Source: an optimization exercise on an open RTL-to-GDS flow (aim: small area and few clock cycles). Production flows keep margins and buffers that such runs may drop. Function was checked by simulation only, so behaviour that the tests miss may differ from the original. Power and IR drop assume default switching activity.

## job 7903
==> flow/design.v (excerpt) <==
module mec_core (
    input  wire        CLK,
    input  wire        RST,
    input  wire        CMD_VALID,
    output wire        CMD_READY,
    input  wire [15:0] CMD,
    input  wire [63:0] A_VAL,
    input  wire [6:0]  A_LEN,
    input  wire [63:0] B_VAL,
    input  wire [6:0]  B_LEN,
    input  wire [31:0] S0,
    input  wire [31:0] S1,
    input  wire [63:0] BIN,
    output wire [63:0] R_VAL,
    output wire [6:0]  R_LEN,
    output wire [63:0] Q_VAL,
    output wire [6:0]  Q_LEN,
    output wire [31:0] R_SCL,
    output wire [63:0] BOUT,
    output wire [31:0] STATUS
);
clock: 12.0 ns
lec_check: 0
abc_area: 1
cap_margin: 10
core_area: 2 2 318 318
die_area: 0 0 320 320
slew_margin: 10
standard.sh (not shown) runs the stock make flow with config.mk's settings and CLKGATE_MAP_FILE= SYNTH_SCRIPT=/design/flow/synth_recipe.tcl, a recipe that flattens the netlist after the stock synthesis.
==> flow/flow/run.sh <==
#!/bin/bash
# Layout flow: the standard ORFS flow, with two changes.
#  - The port buffers are the smallest buffer cell.
#  - Synthesis maps the logic with an area-oriented ABC script, and without
#    the full-adder extraction and fast-adder mapping passes. It is the
#    standard synthesis script otherwise, so the flip-flops come out the same;
#    this is checked against the standard synthesis, and the standard netlist
#    is used if they differ.
# Each tool's output goes to a log file in this folder.
set -euo pipefail
W=$(pwd)
F="$W/flow"
R="$W/orfs/results/sky130hd/mec_core/base"
export BUFFER_PORTS_ARGS="-buffer_cell sky130_fd_sc_hd__buf_1"

# reference: the standard synthesis
bash standard.sh synth > std_synth.log 2>&1
cp "$R/1_2_yosys.v" std_1_2_yosys.v

# own synthesis: the standard script with the abc step's script replaced
{
  head -n 1 synth_recipe.tcl
  echo 'proc abc {args} {'
  echo '  set i [lsearch -exact $args -script]'
  echo "  if { \$i >= 0 } { lset args [expr { \$i + 1 }] $F/area.abc }"
  echo '  yosys abc {*}$args'
  echo '}'
  tail -n +2 synth_recipe.tcl
} > own_synth.tcl
sed "s#SYNTH_SCRIPT=[^ ]*synth_recipe.tcl#SYNTH_SCRIPT=$W/own_synth.tcl ADDER_MAP_FILE= SYNTH_OPERATIONS_ARGS=-noshare#" standard.sh > own_standard.sh
rm -f "$R/1_2_yosys.v" "$R/1_2_yosys.sdc" "$R/1_synth.odb" "$R/1_synth.sdc"
bash own_standard.sh synth > own_synth.log 2>&1

flops() { grep -oE '^\s*sky130_fd_sc_hd__(dfxtp|edfxtp|dfrtp|dfstp|dfbbp|sdf[a-z]*|edf[a-z]*|df[a-z]*)_[0-9]+ +[^ ]+' "$1" | sed -E 's/_[0-9]+ +/ /' | sort; }
if ! cmp -s <(flops std_1_2_yosys.v) <(flops "$R/1_2_yosys.v") || [ "$(flops std_1_2_yosys.v | wc -l)" = 0 ]; then
  echo "flip-flops differ from the standard synthesis; using the standard netlist" > own_synth_fallback.log
  rm -f "$R/1_2_yosys.v" "$R/1_2_yosys.sdc" "$R/1_synth.odb" "$R/1_synth.sdc"
  bash standard.sh synth > std_synth2.log 2>&1
fi

bash own_standard.sh > own_flow.log 2>&1
==> flow/flow/area.abc <==
strash
&get -n
&st
&syn3
&synch2
&put
dch -f
amap
topo
Testbench counts of job 7903, summed over its fixed seeds: cycles 25,591.
### job 7903 -> job 8186
# job 7903
export LEC_CHECK = 0
export ABC_AREA = 1
export CAP_MARGIN = 10
export CORE_AREA = 2 2 318 318
export DIE_AREA = 0 0 320 320
export SLEW_MARGIN = 10
create_clock -name core_clock -period 12.0 [get_ports {CLK}]
# job 8186
export LEC_CHECK = 0
export ABC_AREA = 1
export CAP_MARGIN = 10
export CORE_MARGIN = 2
export CORE_UTILIZATION = 30
export GPL_TIMING_DRIVEN = 0
export SLEW_MARGIN = 10
create_clock -name core_clock -period 12.0 [get_ports {CLK}]
--- a/flow/flow/area.abc
+++ b/flow/flow/area.abc
@@ -8,0 +9,7 @@
+&get -n
+&st
+&syn3
+&synch2
+&put
+dch -f
+amap
## What came out
Job 7903 has lower count of multi-input combinational gates than job 8186. Job 8186 against job 7903; via count is down slightly. Job 8186 vs job 7903: detailed-route vias per instance up in job 8186. Diff job 7903 -> job 8186: die area decreased 29%, initial cell density of the core went up, global-route usage now larger.
What job 7662 does differently from job 8186 at the input level:
# job 8186
export LEC_CHECK = 0
export ABC_AREA = 1
export CAP_MARGIN = 10
export CORE_MARGIN = 2
export CORE_UTILIZATION = 30
export GPL_TIMING_DRIVEN = 0
export SLEW_MARGIN = 10
create_clock -name core_clock -period 12.0 [get_ports {CLK}]
# job 7662
export LEC_CHECK = 0
export ABC_AREA = 1
export CAP_MARGIN = 10
export CORE_AREA = 2 2 283 283
export CTS_CLUSTER_DIAMETER = 100
export CTS_CLUSTER_SIZE = 30
export DIE_AREA = 0 0 285 285
export SLEW_MARGIN = 10
create_clock -name core_clock -period 12.0 [get_ports {CLK}]
==> run notes <==
Cell area reported after detailed placement went up by a few percent going from job 8186 to job 7662. The flow did not stop early for job 7662: all stages ran, and the layout cleared the timing, DRC and antenna checks. Job 7662 reports its start-to-end type of the worst setup path as input port to flop while job 8186 reports flop to flop. Relative to job 8186, the sequential share of layout area of job 7662 is lower by 0.39 points. Looking at job 8186 and job 7662, the number of distinct library cells after synthesis is a wash. Required time at the endpoint of the critical path: job 7662 vs job 8186 up 30 ps. Job 7662 vs. job 8186: final instance area went up by 1.9%. Relative to job 8186, count of clock buffers in the final design has increased by 1 in job 7662. Slack of the worst reg-to-reg path: job 7662 better than job 8186. [compare] base=job 8186 new=job 7662: total wire length has increased, via count +537, complex-gate fraction of the synthesized area closely matched the old numbers.
--- input diff job 7662..job 1501 ---
# job 7662
export LEC_CHECK = 0
export ABC_AREA = 1
export CAP_MARGIN = 10
export CORE_AREA = 2 2 283 283
export CTS_CLUSTER_DIAMETER = 100
export CTS_CLUSTER_SIZE = 30
export DIE_AREA = 0 0 285 285
export SLEW_MARGIN = 10
create_clock -name core_clock -period 12.0 [get_ports {CLK}]
# job 1501
export LEC_CHECK = 0
export ABC_AREA = 1
export CAP_MARGIN = 10
export CORE_MARGIN = 2
export CORE_UTILIZATION = 33
export PLACE_DENSITY = 0.55
export SLEW_MARGIN = 10
create_clock -name core_clock -period 12.0 [get_ports {CLK}]
==> comparison <==
Job 1501 vs. job 7662: instance area at placement went down by 0.47%. There was hardly any difference in via count between job 7662 and job 1501. Job 1501 gives less layout-stage area growth over the synthesis result than job 7662 did. Job 7662 → job 1501: multi-input combinational cell area was more or less identical, cell area went down by about 0.4%, setup clock skew after layout went down by 12 ps, area enclosed by the die boundary went down by 18%, power consumed by the clock network went up by about 2%. Fraction of layout instances using a drive strength above 1, job 7662 and job 1501, lower one = job 7662. Job 1501: combinational cell fraction of total power is 0.2 points lower than what job 7662 reported.
Inputs modified between job 1501 and job 1029:
# job 1501
export LEC_CHECK = 0
export ABC_AREA = 1
export CAP_MARGIN = 10
export CORE_MARGIN = 2
export CORE_UTILIZATION = 33
export PLACE_DENSITY = 0.55
export SLEW_MARGIN = 10
create_clock -name core_clock -period 12.0 [get_ports {CLK}]
# job 1029
export LEC_CHECK = 0
export ABC_AREA = 1
export CAP_MARGIN = 10
export CORE_AREA = 2 2 318 318
export DIE_AREA = 0 0 320 320
export SLEW_MARGIN = 10
create_clock -name core_clock -period 12.0 [get_ports {CLK}]
## What came out
- Job 1501 was carried through to the last stage, and its layout satisfied the timing, DRC and antenna checks.
- Job 1029 has completed all stages; timing, DRC and antenna checks passed.
- Sort job 1029 and job 1501 by power, ascending, and job 1501 comes first.
- Job 1029 ends up with a cell-internal power that is about 1.5% higher than in job 1501.
- Job 1029 ends up with a routed wire length that is about 10% higher than in job 1501.
- On maximum number of pins on one net before global-route repair, the higher figure sits with job 1501, not job 1029.
- Job 1029 ended with more area added between synthesis and finish than job 1501.
The inputs of job 1462 differ from those of job 1029 as listed below.
# job 1029
export LEC_CHECK = 0
export ABC_AREA = 1
export CAP_MARGIN = 10
export CORE_AREA = 2 2 318 318
export DIE_AREA = 0 0 320 320
export SLEW_MARGIN = 10
create_clock -name core_clock -period 12.0 [get_ports {CLK}]
# job 1462
export LEC_CHECK = 0
export ABC_AREA = 1
export CAP_MARGIN = 5
export CORE_MARGIN = 2
export CORE_UTILIZATION = 30
export PLACE_DENSITY = 0.5
export SLEW_MARGIN = 5
create_clock -name core_clock -period 12.0 [get_ports {CLK}]
## What came out
Between job 1462 and job 1029, the share of the final layout cell area in sequential cells is higher for job 1462. The flow did not stop early for job 1462: all stages ran, and the layout cleared the timing, DRC and antenna checks. Going from job 1029 to job 1462, floorplan row count -16%, proportion of cell area occupied by multi-input gates +3.0 points. In the metrics for job 1462 and job 1029, the one carrying the higher total design power is job 1029. In job 1462 the switching power of the nets turned out about 4.3% lower than in job 1029. As of job 1462, routed length on met2 had fallen by a little under 10% compared to job 1029. Relative to job 1029, post-detailed-route wirelength per cell decreased by about 0.4% in job 1462. Arrival time at the worst endpoint, job 1462 and job 1029: smaller value in job 1029.

-- re-timing with driven ports --
The results above use ideal ports. As a check the final layouts listed here were re-extracted and re-timed, cells and wires unchanged. Step 1 sets driving cells, clkbuf_16 on the clock port and buf_2 on the other inputs (assumed; they add their load-dependent delay and slew). Step 2 adds t to the input delays and takes it off the output delays; t is the mean of the earliest and latest rising clock arrival at the registers after step 1. Input paths then give back, and output paths get back, about the clock's delay inside the block. Three values: ideal, step 1, step 2; two values: the first two.
| run | t, ns | setup WS [ns] | worst data-port slew with drivers (ns) |
|---|---|---|---|
| job 7903 | 0.570 | 1.326 / 1.326 / 1.326 | 0.10 |
| job 8186 | 0.585 | 0.489 / 0.489 / 0.489 | 0.13 |
| job 7662 | 0.569 | 1.480 / 1.522 / 0.953 | 0.10 |
| job 1501 | 0.549 | 1.552 / 1.588 / 1.039 | 0.12 |
| job 1029 | 0.573 | 1.648 / 1.691 / 1.118 | 0.12 |
| job 1462 | 0.566 | 1.400 / 1.437 / 0.872 | 0.12 |
After both steps every run listed still meets setup and hold. The setup slack of job 1029, which loses most, moves by +0.043 ns with the drivers and by -0.530 ns with both steps.
